This design comes from an exercise in tuning for small area, a short achievable clock period and few clock cycles per item on the open sky130 flow, not from production work. RTL that was checked went through simulation tests only; none was proved equivalent to the original. The RTL of run 2 was laid out without a check of its function. Power and IR drop assume default switching activity.

===== design/flow/config.mk =====
export PLATFORM = sky130hd
export DESIGN_NAME = harp_clockdec
export DESIGN_NICKNAME = harp_clockdec
export VERILOG_FILES = /design/flow/design.v
export SDC_FILE = /design/flow/constraint.sdc
export NUM_CORES = 4
export LEC_CHECK = 0
export ABC_CLOCK_PERIOD_IN_PS = 4000
export CAP_MARGIN = 20
export CORE_MARGIN = 2
export CORE_UTILIZATION = 55
export CTS_CLUSTER_DIAMETER = 120
export CTS_CLUSTER_SIZE = 24
export SETUP_SLACK_MARGIN = 5.0
export SLEW_MARGIN = 20

===== design/flow/constraint.sdc =====
create_clock -name core_clock -period 10.0 [get_ports {clk}]
set_input_delay 2.0000 -clock core_clock [delete_from_list [all_inputs] [get_ports {clk}]]
set_output_delay 2.0000 -clock core_clock [all_outputs]
set_load 0.01 [all_outputs]

===== design/flow/design.v =====
module harp_clockdec (
    input  wire        clk,
    input  wire        rst,               
    input  wire [23:0] cfg_sample_rate,   
    input  wire [15:0] cfg_baud,          
    input  wire        in_valid,
    output wire        in_ready,
    input  wire [31:0] in_time,           
    input  wire        in_state,          
    output wire        out_valid,
    output wire [31:0] out_local,         
    output wire [31:0] out_value,         
    output wire [1:0]  out_status         
);
    reg  [23:0] sr;
    reg  [15:0] baud;
    always @(posedge clk) begin
        sr   <= cfg_sample_rate;
        baud <= cfg_baud;
    end
    reg [8:0]  G;
    reg [4:0]  u;
    reg        rdy;
    reg        r0_v;
    reg [32:0] r0_d;         
    reg        r0_hp;        
    reg        r0_lvl;       
    assign in_ready = rdy;
    wire accept = in_valid && rdy;
    reg        have_prev;
    reg [31:0] prev_time;
    wire [32:0] in_d = {1'b0, in_time} - {1'b0, prev_time};
    reg        prev_state;
    reg        in_range;
    wire [22:0] d_pos = r0_d[22:0];
    wire        neg   = r0_d[32];
    wire        r0_hnz = |r0_d[31:23];       
    wire        r0_hno = ~&r0_d[31:23];      
    wire        boundary = !neg && (r0_hnz || (d_pos > {1'b0, sr[23:1]}));
    wire [22:0] m      = d_pos ^ {23{neg}};
    wire [30:0] m_x    = {m, 8'd0};
    wire [22:0] m_l4   = u[4] ? {8'd0, m_x[30:16]} : m_x[22:0];
    wire [14:0] m_l3   = u[3] ? m_l4[22:8] : m_l4[14:0];
    wire [10:0] m_l2   = u[2] ? m_l3[14:4] : m_l3[10:0];
    wire [8:0]  m_l1   = u[1] ? m_l2[10:2] : m_l2[8:0];
    wire [7:0]  m_ext  = u[0] ? m_l1[8:1]  : m_l1[7:0];
    reg  [22:0] hi_mask;
    integer q;
    always @(*)
        for (q = 0; q < 23; q = q + 1)
            hi_mask[q] = (q >= u);
    wire        s0_ovf = neg ? (r0_hno || (d_pos == 23'd0))
                             : (|(m & hi_mask));
    reg        r1_iv, r1_bnd, r1_cls, r1_neg, r1_ovf, r1_lvl;
    reg [22:0] r1_m;
    reg [7:0]  r1_msh;
    reg        r1_t31;       
    reg  [16:0] y;           
    integer i;
    always @(*) begin
        y = 17'd0;
        for (i = 0; i < 9; i = i + 1)
            y = y + ({9'd0, r1_msh & {8{G[i]}}} << i);
    end
    wire [4:0]  y_ip = y[16:12];
    wire [11:0] y_f  = y[11:0];
    wire        amb  = (y_f[11:8] == 4'd5) || (y_f[11:8] == 4'd6) || (y_f[11:8] == 4'd7) ||
                       (y_f == 12'h800);
    wire        s1_slow = r1_iv && (r1_neg ? !r1_ovf : (r1_ovf || amb));
    reg        r2_iv, r2_bnd, r2_cls, r2_neg, r2_ovf, r2_lvl, r2_slow;
    reg [4:0]  r2_ip;
    reg        r2_rnd;       
    reg [2:0]  r2_tx;
    reg [22:0] r2_m;         
    wire [31:0] r2_time = {r2_tx, r2_rnd, r2_ip, r2_m};
    localparam [2:0] E_IDLE = 3'd0, E_INIT = 3'd1, E_DIV = 3'd2, E_RUN = 3'd3,
                     E_EVAL = 3'd4, E_READY = 3'd5, E_ZERO = 3'd6;
    reg [2:0]  e_st;
    reg [26:0] acc;
    reg [5:0]  e_n;          
    reg [5:0]  cur;
    reg [4:0]  w;            
    wire [6:0] ej_s  = {1'b0, cur} + {2'd0, w};
    wire [5:0] ej    = (ej_s > 7'd39) ? 6'd39 : ej_s[5:0];
    reg        n_bit;        
    wire       stall = r2_iv && r2_slow && (e_st != E_READY);
    wire       adv   = !stall;
    wire [6:0]  nj    = {ej, 1'b0} - 7'd1;                  
    wire        t_bit = r2_m[22];
    wire [5:0]  e_n1  = e_n - 6'd1;
    wire        n_nxt = (e_st == E_RUN && e_n1 < 6'd7) ? nj[e_n1[2:0]] : 1'b0;
    reg  [26:0] e_a;
    reg         e_bs, e_ba;   
    reg         e_z;          
    always @(*) begin
        e_ba = 1'b0;
        case (e_st)
            E_INIT:  begin e_a = {11'd0, baud}; e_bs = 1'b1; end
            E_DIV:   begin e_a = {26'd0, t_bit}; e_bs = !acc[26]; e_ba = acc[26]; end
            default: begin
                e_a = (r2_neg && e_z) ? (t_bit ? {9'd0, baud, 2'b0} : {10'd0, baud, 1'b0})
                                      : (t_bit ? {10'd0, baud, 1'b0} : 27'd0);
                e_bs = n_bit;
            end
        endcase
    end
    wire [26:0] acc2  = (e_st == E_INIT) ? 27'd0 : {acc[25:0], 1'b0};
    wire [26:0] e_b   = e_bs ? ~{3'd0, sr} : e_ba ? {3'd0, sr} : 27'd0;
    wire [26:0] e_sum = acc2 + e_a + e_b + {26'd0, e_bs};
    wire        e_neg = e_sum[26];
    wire        e_sat = (acc[26:24] != 3'b000) && (acc[26:24] != 3'b111);
    wire        a_zero = (acc == 27'd0);
    wire        e_ge   = (!acc[26] && !a_zero) || (a_zero && !ej[0]);
    wire [5:0]  cur_0  = r2_neg ? 6'd0 : r2_ovf ? 6'd16 : {1'b0, r2_ip};
    wire [4:0]  w_0    = (r2_ovf && !r2_neg) ? 5'b10000 : 5'b00001;
    wire        e_done_now = (e_st == E_EVAL) && w[0];
    reg [5:0]  bc_len;       
    reg        bc_fault;
    reg [31:0] bc_val;       
    wire [5:0]  k_w      = r2_slow ? cur : {1'b0, r2_ip};
    wire        k_c      = !r2_slow && r2_rnd;
    wire        go2      = r2_iv && adv;
    wire [5:0]  base_len = bc_len;
    wire [6:0]  end_len  = {1'b0, base_len} + {1'b0, k_w} + {6'd0, k_c};
    wire        wr       = go2 && !r2_neg;
    wire        base_fault_n = bc_fault || (r2_slow ? (cur != 6'd0) : r2_ovf);
    reg  [31:0] val_next;
    integer n;
    always @(*) begin
        for (n = 0; n < 32; n = n + 1) begin
            if (wr && ({1'b0, base_len} <= (1 + 10 * (n / 8) + (n % 8))) &&
                      (end_len > (1 + 10 * (n / 8) + (n % 8))))
                val_next[n] = r2_lvl;
            else
                val_next[n] = bc_val[n];
        end
    end
    reg [31:0] bc_local;     
    assign out_valid  = r2_bnd && r2_cls;
    assign out_local  = bc_local;
    assign out_status = bc_fault ? 2'd1 : (bc_len != 6'd39) ? 2'd2 : 2'd0;
    assign out_value  = (!bc_fault && bc_len == 6'd39) ? bc_val : 32'd0;
    wire pre      = (e_st == E_INIT) || (e_st == E_ZERO) || (e_st == E_DIV);
    wire pre_n    = (e_st == E_INIT) || (e_st == E_ZERO) || (e_st == E_DIV && !G[7]);
    wire c0       = r0_v && adv && (!pre || !r0_hp);   
    wire r0_v_n   = accept || (r0_v && !c0);
    wire s0_tok   = c0 && r0_hp;
    wire s0_bnd   = s0_tok && boundary;
    wire s0_cls   = s0_bnd && in_range;
    wire stall_n  = (adv ? s1_slow : (r2_iv && r2_slow)) &&
                    !((e_st == E_READY && !adv) || e_done_now);
    always @(posedge clk) begin
        if (rst) begin
            rdy        <= 1'b0;
            r0_v       <= 1'b0;
            have_prev  <= 1'b0;
            in_range   <= 1'b0;
            r1_iv <= 1'b0; r1_bnd <= 1'b0;
            r2_iv <= 1'b0; r2_bnd <= 1'b0;
            e_st       <= E_INIT;
            G          <= 9'd0;
            u          <= 5'd0;
        end else begin
            if (accept)
                r0_v <= 1'b1;
            else if (c0)
                r0_v <= 1'b0;
            if (accept)
                have_prev <= 1'b1;
            if (s0_bnd)
                in_range <= 1'b1;
            if (adv) begin
                r1_iv  <= s0_tok && !boundary;
                r1_bnd <= s0_bnd;
                r2_iv  <= r1_iv;
                r2_bnd <= r1_bnd;
            end
            rdy  <= pre_n ? !r0_v_n : !stall_n;
            case (e_st)
                E_INIT: begin
                    e_st <= e_neg ? E_DIV : E_ZERO;
                    e_n  <= 6'd16;
                end
                E_ZERO: begin
                    e_st <= E_DIV;
                    e_n  <= 6'd0;
                end
                E_DIV: begin
                    e_n <= e_n + 6'd1;
                    G   <= {G[7:0], !e_neg};
                    if (G[7]) begin
                        e_st <= E_IDLE;
                        u    <= (e_n < 6'd19) ? 5'd0 : e_n[4:0] - 5'd19;
                    end
                end
                E_IDLE: begin
                    e_n <= 6'd22;
                    if (r2_iv && r2_slow)
                        e_st <= E_RUN;
                end
                E_RUN: begin
                    e_n <= e_n - 6'd1;
                    if (e_n == 6'd0)
                        e_st <= E_EVAL;
                end
                E_EVAL: begin
                    e_n  <= 6'd22;
                    e_st <= w[0] ? E_READY : E_RUN;
                end
                E_READY: begin
                    if (adv)
                        e_st <= E_IDLE;
                end
                default: e_st <= E_IDLE;
            endcase
        end
    end
    always @(posedge clk) begin
        if (accept) begin
            r0_d       <= in_d;
            r0_hp      <= have_prev;
            r0_lvl     <= prev_state;
            prev_time  <= in_time;
            prev_state <= in_state;
        end
        if (adv) begin
            r1_cls <= s0_cls;
            r1_neg <= neg;
            r1_ovf <= s0_ovf;
            r1_m   <= boundary ? prev_time[22:0]  : m;
            r1_msh <= boundary ? prev_time[30:23] : m_ext;
            r1_t31 <= prev_time[31];
            r1_lvl <= r0_lvl;
            r2_cls  <= r1_cls; r2_neg <= r1_neg; r2_ovf <= r1_ovf; r2_lvl <= r1_lvl;
            r2_slow <= s1_slow;
            r2_tx   <= {r1_t31, r1_msh[7:6]};
            r2_rnd  <= r1_bnd ? r1_msh[5]   : y_f[11];
            r2_ip   <= r1_bnd ? r1_msh[4:0] : y_ip;
        end
        if (r2_bnd)
            bc_local <= r2_time;
        n_bit <= n_nxt;
        e_z   <= (e_st == E_RUN) && (e_n == 6'd1);
        case (e_st)
            E_INIT: begin
                acc  <= e_sum;
                r2_m <= 23'd0;
            end
            E_ZERO: begin
                acc  <= 27'd0;
                r2_m <= {baud, 7'd0};
            end
            E_DIV: begin
                acc  <= e_sum;
                r2_m <= {r2_m[21:0], 1'b0};
            end
            E_RUN: begin
                if (!e_sat)
                    acc <= e_sum;
                r2_m  <= {r2_m[21:0], r2_m[22]};
            end
            E_EVAL: begin
                acc   <= 27'd0;
                if (e_ge)
                    cur <= ej;
                w     <= {1'b0, w[4:1]};
            end
            default: begin
                acc   <= 27'd0;
                cur   <= cur_0;
                w     <= w_0;
                if (adv)
                    r2_m <= r1_m;
            end
        endcase
        if (r2_bnd)
            bc_fault <= 1'b0;
        else if (go2 && r2_neg)
            bc_fault <= base_fault_n;
        bc_val <= val_next;
        if (r2_bnd)
            bc_len <= 6'd0;
        else if (wr)
            bc_len <= (end_len > 7'd39) ? 6'd39 : end_len[5:0];
    end
endmodule

===== design/flow/run.sh =====
#!/bin/bash
# synth_recipe.tcl (not shown) runs the flow's synth.tcl, then flattens the netlist and writes it again
# the make line also repeats each setting of config.mk as NAME=value (left out here)
make -C /OpenROAD-flow-scripts/flow DESIGN_CONFIG=/design/flow/config.mk WORK_HOME=/design/flow/orfs CLKGATE_MAP_FILE= SYNTH_SCRIPT=/design/flow/synth_recipe.tcl finish

==> run summary, run 1 <==
* Post-synth top area share at between 30 and 40%
* Non-Filler Instances at 2,688
* Global placement routability congestion at 0.896
* Core Area at approximately 38,000 um^2
* Num CTS Buffers at 17
* Row Count at between 70 and 80
* Top-count cell post-synth: edfxtp_1
* Hold endpoint: bc_local[29]
* DRT antenna net count at 0
* Post-Syn Instances at just over 2,000
* Worst-skew pair later-pin latency at approximately 0.54 ns
* Reg clk slew, reported paths at 0.11 ns
* # port buffers at approximately 140
* HP Class: flop to flop
* Fin Hold WS at roughly 0.43 ns
* DRT Pass-1 Iters at 8
* Hold Path Depth at 0
* Syn Std Cell Area at ~21,000 um^2
* Nets@finish at ~2,400
* Clock sink count at 323
* Synth Net Count at 2,327
* Fin. Hold Viols at 0
* Die Y at roughly 200 um
* Share of cells above drive strength 1 at 7.21%
* Register area share after synthesis at 42.8%
* Setup TNS at 0 ns
* Reg-to-Reg End: r2_ip[3]
* Skew final at approximately 0.022 ns
* CP Class: flop to flop
* Vias in the first global route at roughly 15,000
* Leak pwr at just under 10 nW
* R2R depth at 17
* Power Total at 0.00506 W
* Worst setup EP type: flop
* Setup violators final at 0
* Syn. warnings at 1
* TritonCTS clock tree: done
* Max VDD drop at 211 uV
* Worst-case clock buffer depth at 3
* Initial antenna violation count at 0
* CP startpoint kind: flop
* Synth Flop Type: edfxtp_1
* Min-Delay Startpoint: r2_tx[0]
* DRC at 0
* Post-DP Area at around 23,000 um^2
* Avg Inst Size Synth at a little over 10 um^2
* Pwr/cell area at 213 nW/um^2
* Top post-synthesis cells by area: edfxtp_1 36%, ha_1 8.1%, dfxtp_1 7.1%
* Root Driver: clkbuf_16
* Data arrival, critical path at about 5.1 ns
* Worst Tran Pin Value at about 1.1 ns
* Tot GR Track Use at a little over a quarter
* Reg2reg start: r1_msh[4]
* Area growth from synthesis to layout at 13.4%
* Max Fclk at ~210 MHz
* Grt ovf at 0
* I/O Pins at roughly 140
* Slew Viols, Final at 0
* Antenna fix cells at 0
* Fin crit share at between 40% and 50%
* R2R Setup Slk at 5.21 ns
* Outcome: timing/DRC/antenna clean
* Flops & latches, synth at between 300 and 400
* Vias per cell at 5.95
* Starting Density at about 56%
* First-pass GRT wire length at 84,600 um
* Min Tclk post-route at about 4.8 ns
* Die span in x at approximately 200 um
* Required @ worst endpoint at about 10 ns
* Synth unique cells at just over 80
* Overall routed net length at 54,400 um
* RSZ-0062 raised after global routing: no
* Biggest area consumer among synthesized cells: edfxtp_1
* Slew margin rel. at between 20% and 30%
* Die footprint at 39,700 um^2
* Hpwl dp at approximately 40,000 um
* Async SR Flop Fraction at 0%
* Iter 0 DRT Violations at roughly 1,300
* Synth top cells by count: 249 x edfxtp_1, 181 x inv_1, 152 x nand2_1, 142 x nor2_1, 135 x ha_1
* Largest net degree at the start of global routing at 71
* Crit Path Max Fanout at 4
* Max H-tree Level at 1
* Final Cell Area at 23,800 um^2
* Max-Cap Viols at 0
* EDFF count, synth at roughly 250
* Average wire per standard cell at roughly 20 um
* Dpl cells at 2,624
* Vias after detailed routing at approximately 16,000
-- timing repair --
| action | 4_1_cts | 5_1_grt |
|---|---|---|
| hold buffers | 0 | 0 |
| gates cloned | 2 | 1 |
| resized for setup | 19 | 31 |
| buffers inserted | 18 | 14 |
| endpoints found under the setup margin | 32 | 15 |
| pin swaps | 2 | 9 |
-- cells in the final DEF, fill, tap and decap left out, drive strengths merged, types with 14 or more instances in the layout --
cell	Yosys	routed
mux2i	60	60
a21oi	109	109
o21a	18	18
nand3	29	29
a221oi	14	14
clkdlybuf4s50	0	143
xor2	29	29
nor3	35	35
buf	22	48
clkbuf	74	29
nand2	152	152
fa	67	67
a31oi	18	18
a21o	44	44
nor2b	46	47
mux2	17	17
nor4	22	22
xnor2	58	58
and2	86	86
a222oi	30	30
edfxtp	249	249
nand4	17	17
dfxtp	74	74
nor2	142	142
nand2b	26	26
inv	183	184
a22o	27	27
a211oi	22	22
o21ai	89	89
ha	135	135
-- flip-flops by register name (all words and copies together), names as in the netlist, 3 cells and up --
register	cells
e_st	3
G	9
r2_m	23
r2_tx	3
bc_len	6
baud	16
u	5
r1_m	23
e_n	6
sr	24
acc	27
r1_msh	8
bc_local	32
w	5
prev_time	32
bc_val	32
cur	6
r0_d	33
r2_ip	5
-- final cells by class --
cell class                      count  area [um^2]
Inverter                          185          697
Multi-Input combinational cell   1447        11100
Sequential cell                   323         8980
Fill cell                        3114        13800
Tap cell                          511          639
Clock inverter                      2         13.8
Timing Repair Buffer              193         1850
Clock buffer                       27          473
-- through the flow --
stage                     utilization [%]  worst slack, ns
after detailed placement             60.7             3.19
final                                63.2             5.21
after CTS                            62.5             5.01
after global routing                 63.2             4.98
after global placement               60.7             3.43
after floorplan                         -             5.30
-- worst max path at each step --
stage / startpoint / cells after the start / slack, ns / endpoint
2_1_floorplan: r1_msh[5] / 18 / 5.30 / r2_ip[3]
3_3_place_gp: e_st[1] / 16 / 3.43 / acc[24]
3_5_place_dp: e_st[1] / 18 / 3.19 / acc[25]
4_1_cts: G[0] / 17 / 5.01 / rdy
5_1_grt: r1_msh[3] / 20 / 4.98 / rdy
6_report: r1_msh[4] / 17 / 5.21 / r2_ip[3]
-- cell families after synthesis --
family | share of synthesized area, %
mux | 3.89
simple gates | 14.2
flops | 42.8
xor+xnor | 3.64
buf+inv | 5.19
fa+ha+maj | 14.6
compound gates | 15.8
-- worst max-delay path, cell delays in order, from the launching register on --
cell      delay [ns]
edfxtp_1        0.45
buf_4           0.17
and2_1          0.15
fa_1            0.57
fa_1            0.45
fa_1            0.52
fa_1            0.61
ha_4            0.24
a21oi_2         0.15
o21bai_1        0.08
a21o_1          0.21
a21oi_4         0.17
o21bai_1        0.10
a21oi_2         0.18
o21bai_1        0.10
a21oi_2         0.14
xor2_1          0.17
o21ai_1         0.09
-- per-layer routing --
| metal | GRT usage, % | part of all wire (%) | wire [um] |
|---|---|---|---|
| met4 | 11.1 | 4.1 | 2210 |
| met2 | 43.0 | 45 | 24700 |
| met5 | 0 | 0 | 0 |
| met3 | 3.71 | 6.3 | 3430 |
| met1 | 38.3 | 44 | 24100 |
-- power by group --
part	switching (W)	internal (W)
clock	0.000443	0.000332
sequential	0.000220	0.00175
combinational	0.00136	0.000952
total	0.00202	0.00303
Testbench counts, summed over its fixed seeds: cycles 7,663, transitions 7,479.
==> run 2: changes to the inputs <==
--- a/design/flow/design.v
+++ b/design/flow/design.v
@@ -70,9 +70,9 @@
     reg        r2_iv, r2_bnd, r2_cls, r2_neg, r2_ovf, r2_lvl, r2_slow;
     reg [4:0]  r2_ip;
     reg        r2_rnd;       
-    reg [2:0]  r2_tx;
+    reg [8:0]  r2_tx;        
     reg [22:0] r2_m;         
-    wire [31:0] r2_time = {r2_tx, r2_rnd, r2_ip, r2_m};
+    wire [31:0] r2_time = {r2_tx, r2_m};
     localparam [2:0] E_IDLE = 3'd0, E_INIT = 3'd1, E_DIV = 3'd2, E_RUN = 3'd3,
                      E_EVAL = 3'd4, E_READY = 3'd5, E_ZERO = 3'd6;
     reg [2:0]  e_st;
@@ -233,9 +233,9 @@
             r1_lvl <= r0_lvl;
             r2_cls  <= r1_cls; r2_neg <= r1_neg; r2_ovf <= r1_ovf; r2_lvl <= r1_lvl;
             r2_slow <= s1_slow;
-            r2_tx   <= {r1_t31, r1_msh[7:6]};
-            r2_rnd  <= r1_bnd ? r1_msh[5]   : y_f[11];
-            r2_ip   <= r1_bnd ? r1_msh[4:0] : y_ip;
+            r2_tx   <= {r1_t31, r1_msh};
+            r2_rnd  <= y_f[11];
+            r2_ip   <= y_ip;
         end
         if (r2_bnd)
             bc_local <= r2_time;
==> run summary, run 2 <==
* First-pass GRT wire length at approximately 87,000 um
* R2R Setup Slk at a little over 5 ns
* TritonCTS clock tree: done
* Synth top cells by count: 255 x edfxtp_1, 220 x nand2_1, 162 x inv_1, 146 x nor2_1, 135 x ha_1
* Vias after detailed routing at between 15,000 and 20,000
* Share of cells above drive strength 1 at between 7 and 8%
* Grt ovf at 0
* Commonest non-fill, non-tap cells in the layout: 255 x edfxtp_1, 220 x nand2_1, 161 x inv_1
* Skew final at roughly 0.022 ns
* Max-Cap Viols at 0
* Final Cell Area at 23,900 um^2
* WP buf/inv at 1
* Initial antenna violation count at 0
* Post-DP Area at 23,000 um^2
* Min Tclk post-route at approximately 4.8 ns
* Hold-fix buffers, CTS at 0
* Worst Tran Pin Value at between 1 and 1.5 ns
* Worst-skew pair later-pin latency at between 0.5 and 0.6 ns
* EDFF count, synth at roughly 260
* DRT antenna net count at 0
* Row Count at between 70 and 80
* Root Driver: clkbuf_16
* Leak pwr at approximately 9.8 nW
* Max Fclk at 207 MHz
* Post-synth top area share at around 36%
* Synth Flop Type: edfxtp_1
* Top post-synthesis cells by area: edfxtp_1 36%, ha_1 8.0%, dfxtp_1 7.0%
* Synth Net Count at 2,380
* Setup TNS at 0 ns
* Top reg by flops: r0_d
* DRC at 0
* Data arrival, critical path at about 5.3 ns
* Required @ worst endpoint at between 10 and 15 ns
* Global placement routability congestion at roughly 0.94
* Syn. warnings at 1
* Starting Density at a little under three fifths
* # port buffers at ~140
* Slew margin rel. at between 20% and 30%
* Average wire per standard cell at 20.3 um
* Largest register FFs at 33
* Worst path cell trace: buf_6 > and2_4 > fa_1 > fa_1 > fa_1 > fa_1 > ha_4 > a21o_1 > a21oi_2 > o21bai_1 > a21oi_2 > xnor2_2 > nor3_2 > o31ai_2 > o211ai_1 > a311oi_2
* RSZ-0062 raised after global routing: no
* Pwr/cell area at approximately 210 nW/um^2
* Die footprint at around 40,000 um^2
* Fin crit share at 48.3%
* Nets@finish at 2,494
* Iter 0 DRT Violations at 1,320
* CP Class: flop to flop
* Register area share after synthesis at a little over two fifths
* Clock sink count at 329
* Post-Syn Instances at 2,102
* Num CTS Buffers at 17
* Worst-case clock buffer depth at 3
* HP Class: flop to flop
* DRT Pass-1 Iters at 8
* Slowest cell on crit path: fa_1
* Worst setup EP type: flop
* Commonest non-fill, non-tap cell in the layout: edfxtp_1
* Die span in x at roughly 200 um
* Hpwl dp at roughly 42,000 um
* Largest net degree at the start of global routing at 69
* Biggest area consumer among synthesized cells: edfxtp_1
* Core Area at 37,800 um^2
* Syn Std Cell Area at approximately 21,000 um^2
* Die Y at about 200 um
* Flops & latches, synth at 329
* Async SR Flop Fraction at 0%
* Top cell by count, worst path: fa_1
* Reg clk slew, reported paths at 0.10 ns
* Crit Path Max Fanout at 5
* Largest delay share family, worst path: adder cells
* Max H-tree Level at 1
* Largest stage delay on the critical path at between 0.5 and 0.6 ns
* Max VDD drop at approximately 190 uV
* Top-count cell post-synth: edfxtp_1
* Synth unique cells at 90
* Vias per cell at a little under 6
* CP startpoint kind: flop
* Tot GR Track Use at 27.2%
* Slew Viols, Final at 0
* Avg Inst Size Synth at 10.1 um^2
* Setup violators final at 0
* Outcome: timing/DRC/antenna clean
* I/O Pins at between 100 and 150
* Overall routed net length at roughly 56,000 um
* Fin. Hold Viols at 0
* Vias in the first global route at 15,500
* Antenna fix cells at 0
* Area growth from synthesis to layout at 12.9%
## run 2: cell count changes after synthesis, sizes merged, moves of 14 or more
cell    before  now
a21oi      109  125
a222oi      30   16
inv        183  162
mux2i       60   26
nand2      152  220
nand2b      26   12
## run 2: worst register-to-register path, stage by stage (launching register included)
cell and delay, ns:
edfxtp_1 0.49, buf_6 0.17, and2_4 0.15, fa_1 0.48, fa_1 0.56, fa_1 0.44, fa_1 0.53, ha_4 0.21
a21o_1 0.19, a21oi_2 0.15, o21bai_1 0.11, a21oi_2 0.21, xnor2_2 0.16, nor3_2 0.07, o31ai_2 0.23, o211ai_1 0.19
a311oi_2 0.39
## run 2: logic make-up (layout without fill, tap and decap cells)
kind of cell	count (synthesis)	in the layout	synth area share, %
AOI/OAI and AO/OA	485	485	15.7
xor gates and xnor gates	100	100	4.17
adders and majority gates	202	202	14.3
buffers and inverters	260	384	4.81
DFF	329	329	43.1
muxes	53	53	2.66
and+or+nand+nor	673	673	15.3
## run 2: path summary, 6_finish.rpt
path | startpoint | endpoint | cells past startpoint
worst max-delay path | r1_msh[2] | rdy | 16
worst min-delay path | r2_tx[5] | bc_local[28] | 0
worst max register to register | r1_msh[2] | rdy | 16
worst min register to register | r2_tx[5] | bc_local[28] | 0
## run 2: area by class of cell
type	count	area [um^2]
Clock buffer	27	463
Clock inverter	2	10.0
Fill cell	3147	13900
Inverter	164	619
Multi-Input combinational cell	1513	11200
Sequential cell	329	9160
Tap cell	511	639
Timing Repair Buffer	191	1830
## run 2: power by group
part           internal (W)  leakage [nW]  switching, W  total (W)
clock              0.000324         0.227      0.000434   0.000758
combinational      0.000879          6.43       0.00129    0.00217
sequential          0.00178          3.19      0.000222    0.00200
## run 2: timing repair
item | CTS | global route
pin swaps | 2 | 25
setup buffers | 16 | 13
setup endpoints to repair | 14 | 13
endpoints found under the hold margin | 0 | 0
resized for setup | 11 | 38
## run 2: per-layer routing
layer | up-vias | global-route usage, % | share of wire (%)
li1 | 7751 | - | -
met1 | 7836 | 38.4 | 44
met2 | 521 | 44.3 | 46
met3 | 114 | 2.64 | 5.6
met4 | 0 | 9.42 | 3.7
met5 | - | 0 | 0
## run 2: per-stage QoR
step / std cells / power, W / hold slack [ns] / setup WS (ns) / util (%)
floorplan: 2102 / 0.00353 / 0.400 / 5.34 / -
global placement: 2678 / 0.00407 / 0.403 / 4.48 / 60.8
detailed placement: 2679 / 0.00412 / 0.405 / 4.66 / 60.8
CTS: 2724 / 0.00490 / 0.427 / 4.97 / 62.5
global route: 2737 / 0.00526 / 0.438 / 4.98 / 63.2
finish: 2737 / 0.00493 / 0.425 / 5.17 / 63.2

-- separate check: timing with driven ports --
How much do the figures lean on ideal ports? The routed layouts below were timed once more, with nothing changed but the port constraints. Step 1 (the two cells are an assumption about what drives the block):
set clk [get_ports {clk}]
set_driving_cell -lib_cell sky130_fd_sc_hd__clkbuf_16 $clk
set_driving_cell -lib_cell sky130_fd_sc_hd__buf_2 [delete_from_list [all_inputs] $clk]
Step 2 moves the port delays by t, midway between the first and last clock arrival at a register: inputs arrive t later, outputs are due t later. That takes back most of the time a late clock gives input paths. a / b / c = no drivers / after step 1 / after step 2; a / b = the first two.
run | shift t [ns] | setup WS [ns] | worst hold slack (ns) | worst setup path after step 2 | pins driven straight from the clock port
run 1 | 0.587 | 5.210 / 5.210 / 4.690 | 0.426 / 0.426 / 0.426 | input to register | 1
run 2 | 0.578 | 5.175 / 5.175 / 4.830 | 0.425 / 0.425 / 0.425 | input to register | 1
After both steps setup and hold are still met in every run listed. The setup slack of run 1, which loses most, moves by 0.000 ns with the drivers and by -0.520 ns with both steps.
